What follows belongs to an exercise in optimizing a design on an open flow for a short achievable clock period and few clock cycles per item; a production flow would make more cautious choices.
Only simulation tests tie the RTL to the original design; equivalence was not proved.
Power is estimated from default activity; no workload was simulated.

### config.mk
export PLATFORM = sky130hd
export DESIGN_NAME = tda_core
export DESIGN_NICKNAME = tda_core
export VERILOG_FILES = /design/flow/design.v
export SDC_FILE = /design/flow/constraint.sdc
export NUM_CORES = 4
export LEC_CHECK = 0
export CAP_MARGIN = 20
export CORE_MARGIN = 2
export CORE_UTILIZATION = 25
export PLACE_DENSITY = 0.45
export SLEW_MARGIN = 20
### run.sh
#!/bin/bash
# synth_recipe.tcl (not shown) runs the flow's synth.tcl, then flattens the netlist and writes it again
# the make line also repeats each setting of config.mk as NAME=value (left out here)
make -C /OpenROAD-flow-scripts/flow DESIGN_CONFIG=/design/flow/config.mk WORK_HOME=/design/flow/orfs CLKGATE_MAP_FILE= SYNTH_SCRIPT=/design/flow/synth_recipe.tcl finish
### constraint.sdc
create_clock -name core_clock -period 7.0 [get_ports {clk}]
set_input_delay 1.4000 -clock core_clock [delete_from_list [all_inputs] [get_ports {clk}]]
set_output_delay 1.4000 -clock core_clock [all_outputs]
set_load 0.01 [all_outputs]
### design.v
module tda_regfile (
    input  wire        clk,
    input  wire [4:0]  rn_sel,
    output wire [63:0] rn_data,
    input  wire [4:0]  rm_sel,
    output wire [63:0] rm_data,
    input  wire [4:0]  st_sel,
    output wire [63:0] st_data,
    input  wire [4:0]  host_sel,
    output wire [63:0] host_data,
    input  wire        we,
    input  wire [4:0]  wsel,
    input  wire [63:0] wdata
);
    reg [63:0] regs [0:31];
    assign rn_data   = regs[rn_sel];
    assign rm_data   = regs[rm_sel];
    assign st_data   = regs[st_sel];
    assign host_data = regs[host_sel];
    always @(posedge clk) begin
        if (we)
            regs[wsel] <= wdata;
    end
endmodule
module tda_decoder (
    input  wire [31:0] ir,
    output wire        is_sub,       
    output wire        is_add,       
    output wire        is_ld,        
    output wire        is_st,        
    output wire        is_regoff,    
    output wire        size8,        
    output wire        sext,         
    output wire        dec_ok
);
    wire is_sub_imm_x = (ir & 32'hFFC00000) == 32'hD1000000;
    wire is_add_sreg  = ((ir & 32'hFF200000) == 32'h0B000000) &&
                        (ir[23:22] != 2'b11) && !ir[15];
    wire is_ldr_ui_w  = (ir & 32'hFFC00000) == 32'hB9400000;
    wire is_ldr_ui_x  = (ir & 32'hFFC00000) == 32'hF9400000;
    wire is_ldrsw_ui  = (ir & 32'hFFC00000) == 32'hB9800000;
    wire is_str_ui_w  = (ir & 32'hFFC00000) == 32'hB9000000;
    wire is_str_ui_x  = (ir & 32'hFFC00000) == 32'hF9000000;
    wire is_ldr_rg_w  = ((ir & 32'hFFE00C00) == 32'hB8600800) && ir[14];
    wire is_ldr_rg_x  = ((ir & 32'hFFE00C00) == 32'hF8600800) && ir[14];
    assign is_sub    = is_sub_imm_x;
    assign is_add    = is_add_sreg;
    assign is_ld     = is_ldr_ui_w | is_ldr_ui_x | is_ldrsw_ui | is_ldr_rg_w | is_ldr_rg_x;
    assign is_st     = is_str_ui_w | is_str_ui_x;
    assign is_regoff = is_ldr_rg_w | is_ldr_rg_x;
    assign size8     = ir[30];
    assign sext      = is_ldrsw_ui;
    assign dec_ok    = is_sub | is_add | is_ld | is_st;
endmodule
module tda_alu (
    input  wire [31:0] ir,
    input  wire [63:0] rn_data,
    input  wire [63:0] rm_data,
    output wire [63:0] sub_result,
    output wire [63:0] add_result
);
    wire [31:0] rm_w = rm_data[31:0];
    wire [4:0]  amt  = ir[14:10];
    reg  [31:0] shifted;
    always @(*) begin
        case (ir[23:22])
            2'b00:   shifted = rm_w << amt;
            2'b01:   shifted = rm_w >> amt;
            default: shifted = $signed(rm_w) >>> amt;
        endcase
    end
    assign sub_result = rn_data - {52'd0, ir[21:10]};
    assign add_result = {32'd0, rn_data[31:0] + shifted};
endmodule
module tda_core (
    input  wire        clk,
    input  wire        rst,           
    input  wire        start,
    input  wire [63:0] start_pc,
    input  wire        finished,
    input  wire        host_we,
    input  wire [4:0]  host_sel,
    input  wire [63:0] host_wdata,
    output wire [63:0] host_rdata,
    output wire        mem_valid,
    output wire        mem_we,
    output wire [15:3] mem_addr,
    output wire [7:0]  mem_be,
    output wire [63:0] mem_wdata,
    input  wire        mem_ready,
    input  wire [63:0] mem_rdata,
    output wire [2:0]  status,
    output wire [63:0] pc,
    output wire [31:0] ir,
    output wire [63:0] fault_addr
);
    localparam ST_IDLE      = 3'd0,
               ST_RUNNING   = 3'd1,
               ST_FINISHED  = 3'd2,
               ST_FAIL_DEC  = 3'd3,
               ST_FAIL_ADDR = 3'd5;
    reg [2:0]  status_q;
    reg        run_q;           
    reg [63:0] pc_q;
    reg        pc_bad_q;        
    reg [63:0] fault_addr_q;
    reg [31:0] ci_q;
    reg [31:0] a_hi_q;
    reg        a_v_q;
    reg [63:0] b_q;
    reg        b_v_q;
    wire is_sub, is_add, is_ld, is_st, is_regoff, size8, sext, dec_ok;
    tda_decoder u_decoder (
        .ir        (ci_q),
        .is_sub    (is_sub),
        .is_add    (is_add),
        .is_ld     (is_ld),
        .is_st     (is_st),
        .is_regoff (is_regoff),
        .size8     (size8),
        .sext      (sext),
        .dec_ok    (dec_ok)
    );
    wire is_mem = is_ld | is_st;
    wire [63:0] rn_data, rm_data, st_data;
    wire        rf_we;
    wire [4:0]  rf_wsel;
    wire [63:0] rf_wdata;
    tda_regfile u_regfile (
        .clk       (clk),
        .rn_sel    (ci_q[9:5]),
        .rn_data   (rn_data),
        .rm_sel    (ci_q[20:16]),
        .rm_data   (rm_data),
        .st_sel    (ci_q[4:0]),
        .st_data   (st_data),
        .host_sel  (host_sel),
        .host_data (host_rdata),
        .we        (rf_we),
        .wsel      (rf_wsel),
        .wdata     (rf_wdata)
    );
    wire [63:0] sub_result, add_result;
    tda_alu u_alu (
        .ir         (ci_q),
        .rn_data    (rn_data),
        .rm_data    (rm_data),
        .sub_result (sub_result),
        .add_result (add_result)
    );
    reg [63:0] ext_off;
    always @(*) begin
        case (ci_q[15:13])
            3'b010:  ext_off = {32'd0, rm_data[31:0]};
            3'b110:  ext_off = {{32{rm_data[31]}}, rm_data[31:0]};
            default: ext_off = rm_data;
        endcase
    end
    wire [63:0] reg_off = !ci_q[12] ? ext_off
                        : size8     ? {ext_off[60:0], 3'b000}
                                    : {ext_off[61:0], 2'b00};
    wire [14:0] imm_off = size8 ? {ci_q[21:10], 3'b000} : {1'b0, ci_q[21:10], 2'b00};
    wire [63:0] off     = is_regoff ? reg_off : {49'd0, imm_off};
    wire [63:0] addr    = rn_data + off;
    wire [16:0] lo_sum  = {1'b0, rn_data[15:0]} + {2'b00, imm_off};
    wire        rn_hi_0 = (rn_data[63:16] == 48'd0);
    wire        rn_hi_1 = (rn_data[63:16] == {48{1'b1}});
    wire        imm_hi_ok = lo_sum[16] ? rn_hi_1 : rn_hi_0;
    wire        align_ok  = size8 ? (addr[2:0] == 3'b000) : (addr[1:0] == 2'b00);
    wire        imm_ok    = imm_hi_ok && align_ok;
    wire        reg_ok    = (addr[63:16] == 48'd0) && align_ok;
    wire        addr_ok   = is_regoff ? reg_ok : imm_ok;
    wire exec    = run_q && a_v_q && !pc_bad_q;       
    wire memop   = exec && is_mem;                    
    wire ok      = exec && dec_ok && !(is_mem && (!addr_ok || !mem_ready));
    wire fetch_a = run_q && !a_v_q;                   
    wire fetch_b = run_q && a_v_q && !b_v_q && !memop;
    wire fetch   = fetch_a || fetch_b;
    wire got     = fetch && mem_ready;
    wire [12:0] pc_w   = pc_q[15:3];
    wire [12:0] pc_w1  = pc_q[15:3] + 13'd1;
    wire [12:0] fetch_w = fetch_a ? pc_w : pc_w1;
    assign mem_valid = run_q ? (memop || fetch) : start;
    assign mem_we    = memop && is_st && imm_ok;
    assign mem_addr  = !run_q ? start_pc[15:3] : memop ? addr[15:3] : fetch_w;
    assign mem_be    = size8 ? 8'hFF : (addr[2] ? 8'hF0 : 8'h0F);
    assign mem_wdata = size8 ? st_data : {st_data[31:0], st_data[31:0]};
    wire [31:0] rd_word  = addr[2] ? mem_rdata[63:32] : mem_rdata[31:0];
    wire [63:0] load_val = size8 ? mem_rdata
                         : sext  ? {{32{rd_word[31]}}, rd_word}
                                 : {32'd0, rd_word};
    assign rf_we    = run_q ? (ok && !is_st) : host_we;
    assign rf_wsel  = run_q ? ci_q[4:0] : host_sel;
    assign rf_wdata = !run_q ? host_wdata
                    : is_ld  ? load_val
                    : is_sub ? sub_result
                             : add_result;
    wire st_done = ok && is_st;
    wire hit_a   = st_done && (addr[15:3] == pc_w);
    wire hit_b   = st_done && (addr[15:3] == pc_w1);
    wire [63:0] pc_inc = {47'd0, {1'b0, pc_q[15:2]} + 15'd1, 2'b00};
    always @(posedge clk) begin
        if (rst) begin
            status_q <= ST_IDLE;
            run_q    <= 1'b0;
        end else if (!run_q) begin
            if (start) begin
                status_q <= ST_RUNNING;
                run_q    <= 1'b1;
                pc_q     <= start_pc;
                pc_bad_q <= (start_pc[1:0] != 2'b00) || (start_pc[63:16] != 48'd0);
                ci_q     <= start_pc[2] ? mem_rdata[63:32] : mem_rdata[31:0];
                a_hi_q   <= mem_rdata[63:32];
                a_v_q    <= mem_ready;
                b_v_q    <= 1'b0;
            end
        end else begin
            if (pc_bad_q) begin
                status_q     <= ST_FAIL_ADDR;
                fault_addr_q <= pc_q;
                run_q        <= 1'b0;
            end else if (exec && !dec_ok) begin
                status_q <= ST_FAIL_DEC;
                run_q    <= 1'b0;
            end else if (exec && is_mem && !addr_ok) begin
                status_q     <= ST_FAIL_ADDR;
                fault_addr_q <= addr;
                run_q        <= 1'b0;
            end else if (finished) begin
                status_q <= ST_FINISHED;
                run_q    <= 1'b0;
            end
            if (ok) begin
                pc_q     <= pc_inc;
                pc_bad_q <= &pc_q[15:2];
                if (!pc_q[2]) begin
                    ci_q  <= a_hi_q;
                    a_v_q <= !hit_a;
                    if (got) begin
                        b_q   <= mem_rdata;
                        b_v_q <= 1'b1;
                    end else begin
                        b_v_q <= b_v_q && !hit_b;
                    end
                end else begin
                    if (got) begin
                        ci_q   <= mem_rdata[31:0];
                        a_hi_q <= mem_rdata[63:32];
                        a_v_q  <= 1'b1;
                    end else begin
                        ci_q   <= b_q[31:0];
                        a_hi_q <= b_q[63:32];
                        a_v_q  <= b_v_q && !hit_b;
                    end
                    b_v_q <= 1'b0;
                end
            end else if (got) begin
                if (fetch_a) begin
                    ci_q   <= pc_q[2] ? mem_rdata[63:32] : mem_rdata[31:0];
                    a_hi_q <= mem_rdata[63:32];
                    a_v_q  <= 1'b1;
                end else begin
                    b_q   <= mem_rdata;
                    b_v_q <= 1'b1;
                end
            end
        end
    end
    assign status     = status_q;
    assign pc         = pc_q;
    assign ir         = ci_q;
    assign fault_addr = fault_addr_q;
endmodule
==> summary.txt <==
layer usage:
metal | part of all wire [%] | vias to the layer above | GRT usage [%] | routed length (um)
li1 | - | 47400 | - | -
met2 | 45 | 8073 | 38.2 | 360000
met1 | 39 | 65800 | 32.4 | 313000
met5 | 0.028 | - | 0 | 227
met4 | 6.0 | 34 | 11.9 | 48300
met3 | 11 | 1486 | 7.13 | 87700
where the power goes:
part           total (mW)  internal [mW]  leakage, nW  switching (mW)
registers            16.3           16.0         21.0           0.304
clock network        16.1           9.20         4.78            6.86
logic                19.4           8.54         47.6            10.8
total                51.8           33.8         73.5            18.0
cell type report:
cell class | count | area (sq um)
Clock inverter | 198 | 2380
Timing Repair Buffer | 3792 | 37000
Tap cell | 8120 | 10200
Multi-Input combinational cell | 6191 | 83200
Sequential cell | 2326 | 69700
Inverter | 95 | 369
Antenna cell | 30 | 75.1
Clock buffer | 336 | 7580
Fill cell | 58800 | 405000
placed cells by master, fill, tap and decap left out, types with 34 or more instances in the layout:
cell type        netlist  layout
a21oi_1              434     345
clkdlybuf4s50_1        0     505
clkinv_1               2      46
inv_1                 90      85
mux4_1                34      34
mux2i_1              384     348
o22ai_1               58      55
clkbuf_1             526      39
nor3_1                85      51
a21o_1                50      50
clkbuf_16              0     323
clkinv_2               0      40
buf_6                 16      61
o21ai_0              313     235
nand3_1               96      91
a211oi_1              64      47
nor2_1               458     434
bufinv_16              0      35
ha_1                 120     100
xnor2_1              106     104
nand4_1               53      53
buf_12                 2     476
o21ai_1                2      51
xor2_1                73      65
o21bai_1              36      35
mux2_2               218     201
edfxtp_1            2307    2307
o211ai_1              43      43
nand2_1              485     467
buf_4                 36    2684
nor2b_1               91      87
mux4_2              2451    2451
a21oi_2                1      83
per-stage QoR:
step | worst slack, ns | cells
after CTS | -1.10 | 20900
after global routing | -1.20 | 21100
after detailed placement | -1.80 | 20400
final | -1.04 | 21100
after floorplan | -3.09 | 9504
after global placement | -1.98 | 20400
cells by family (layout without fill, tap and decap cells):
group / Yosys count / after routing / synth area share (%)
and+or+nand+nor: 1499 / 1499 / 4.51
other: 0 / 30 / 0
muxes: 3120 / 3120 / 40.6
buffers and inverters: 987 / 4421 / 2.72
DFF: 2326 / 2326 / 45.0
xor gates and xnor gates: 179 / 179 / 1.01
adders and majority gates: 123 / 123 / 1.01
AOI/OAI and AO/OA: 1270 / 1270 / 5.06
worst max-delay path: cells and delay by family (launching register included):
family                     cells  cell delay (ns)
buffers and inverters         14             2.50
and+or+nand+nor               11             2.18
adders and majority gates      1             0.41
DFF                            1             0.44
xor gates and xnor gates       1             0.21
AOI/OAI and AO/OA              3             0.44
muxes                          3             1.39
state kept, by name, indices dropped and copies added, names as in the netlist, named ones only:
| signal | flops |
|---|---|
| b_q | 64 |
| a_v_q | 1 |
| a_hi_q | 32 |
| pc_q | 64 |
| u_regfile.regs | 2048 |
| ci_q | 32 |
| run_q | 1 |
| pc_bad_q | 1 |
| b_v_q | 1 |
| status_q | 3 |
| fault_addr_q | 64 |
how the worst max path moves through the flow:
stage          cells past startpoint                      to  slack (ns)
4_1_cts                           31  u_regfile.regs[20][50]       -1.10
5_1_grt                           33   u_regfile.regs[3][49]       -1.20
3_3_place_gp                      31   u_regfile.regs[9][24]       -1.98
2_1_floorplan                     31   u_regfile.regs[29][0]       -3.09
3_5_place_dp                      31   u_regfile.regs[9][24]       -1.80
6_report                          33   u_regfile.regs[3][58]       -1.04
repair_timing:
action                                   CTS  global route
endpoints found under the hold margin      0             0
hold buffers                               0             0
pin swaps                                 26            97
gates resized for setup                  138           361
setup buffers                             20           106
endpoints found under the setup margin  3148          3648
cloned                                     9            29
==> metrics.md <==
| Metric | Value |
|---|---|
| Nets | `around 13000` |
| HP Class | `reg2reg` |
| Startpoint Class | `register` |
| Vias/cell | `slightly below 6` |
| Final setup fails | `between 3000 and 4000` |
| Area contributors post-synth | `edfxtp_1, mux4_2, mux2i_1, mux2_2, a21oi_1` |
| Chip Width | `around 790 um` |
| Critical Path AT | `8.73 ns` |
| Final Skew | `0.0960 ns` |
| HPWL after DPL | `roughly 600000 um` |
| Max FO, Critical Path | `9` |
| Vias in the first global route | `~120k` |
| Global route overflow | `0` |
| End of the worst hold path | `status_q[0]` |
| Final Hold Viols | `0` |
| Detailed Route Iter0 Violations | `between 15000 and 20000` |
| Setup WS post-layout | `-1.04 ns` |
| Synthesis Warnings | `3` |
| Final wirelength | `between 800000 and 900000 um` |
| Post-synthesis cell count | `9504` |
| PwrDens | `roughly 250 nW/um^2` |
| Vias | `between 100k and 150k` |
| Most frequent cells after synthesis | `mux4_2, edfxtp_1, clkbuf_1` |
| Crit-path most repeated cell | `buf_4` |
| Post-synth net total | `~9800` |
| Hold_ws | `between 0.4 and 0.5 ns` |
| Leakage | `73.5 nW` |
| Unrepaired setup endpoints after global routing | `true` |
| Worst hold path depth | `2` |
| DRT Pass-1 Iters | `8` |
| Largest net degree at the start of global routing | `85` |
| Antenna Nets Post-Route | `0` |
| Clock root buffer master | `clkbuf_16` |
| Worst-path clk slew | `around 0.05 ns` |
| Design Power | `around 52 mW` |
| Max clock buf depth | `4` |
| Starting density of the core | `25.1%` |
| Mapped Area | `155000 sq um` |
| H-tree levels | `5` |
| Worst skew pair latency | `~1.0 ns` |
| DIE AREA | `625000 sq um` |
| Avg WL per Cell | `around 38 um` |
| R2R depth | `33` |
| Synth-to-Final Area Change | `36.1%` |
| Antenna violations before repair | `67` |
| Slew Viols, Final | `0` |
| Final Core Density | `34.2%` |
| Clock sinks | `between 2000 and 2500` |
| Fraction of registers with async set/reset | `0%` |
| Area share of the leading cell type in the synthesized netlist | `~45%` |
| GRT Total Usage | `24.9%` |
| IO Pins | `roughly 520` |
| Status | `finished with violations` |
| Worst Setup End Kind | `register` |
| Yosys cell types | `102` |
| Final worst path period share | `115%` |
| Worst-case vdd ir drop | `around 0.21 mV` |
| FF-to-FF setup slack | `-1.04 ns` |
| Seq cells post-synth | `around 2300` |
| Layout cells sized above 1 | `between 50% and 60%` |
| Rows | `around 290` |
| Violated checks | `negative setup slack` |
| Post-synthesis sequential area ratio | `a little under half` |
| Kind of critical path | `reg2reg` |
| Detailed-route DRC error count | `0` |
| First-pass GRT wire length | `around 1100000 um` |
| Ys flop type | `edfxtp_1` |
| Input/output buffers | `roughly 520` |
| Synth area leader | `edfxtp_1` |
| CP peak stage delay | `about 0.54 ns` |
| Mean post-synth cell area | `16.3 sq um` |
| Count leader, synth | `mux4_2` |
| Fin crit period | `8.04 ns` |
| CTS tree | `built` |
| CP required | `between 7 and 8 ns` |
| Worst slew margin | `about 15%` |
| Placed cell area | `just under 200000 sq um` |
| Fin Setup TNS | `-2213.16 ns` |
| Worst-Margin Slew | `between 1 and 1.5 ns` |
| Max_cap viols | `0` |
| Core box area | `a little over 600000 sq um` |
| Fin area | `210000 sq um` |
| Inserted Clock Buffers | `294` |
| Die height | `between 700 and 800 um` |
| Achievable Freq | `~120 MHz` |
| Number of flops mapped to enable cells by yosys | `2307` |
| Worst Hold Launch | `status_q[0]` |
| Slowest cell on crit path | `mux4_2` |
| Routability congestion estimate | `about 0.97` |
| R2R Path End | `u_regfile.regs[3][58]` |
Testbench counts, summed over its fixed seeds: cycles 28,941, instrs 22,841.

[what the ideal ports hide]
In the flow no input, the clock included, has a driving cell. The finished layout below was timed again as built, in two steps. Step 1 sets driving cells, clkbuf_16 on the clock port and buf_2 on the other inputs (assumed; they add their load-dependent delay and slew). Step 2 also shifts input and output timing later by t, the mid clock arrival at the registers, as if the neighbouring blocks saw the same clock. Slacks: ideal ports / drivers / drivers and shift; pairs: ideal ports / drivers.
t (ns): 1.124
setup slack, ns: -1.044 / -1.136 / -1.044
hold WS [ns]: 0.458 / 0.458 / 0.458
For this run, drivers alone change the setup slack by -0.092 ns; drivers and shift together by 0.000 ns.
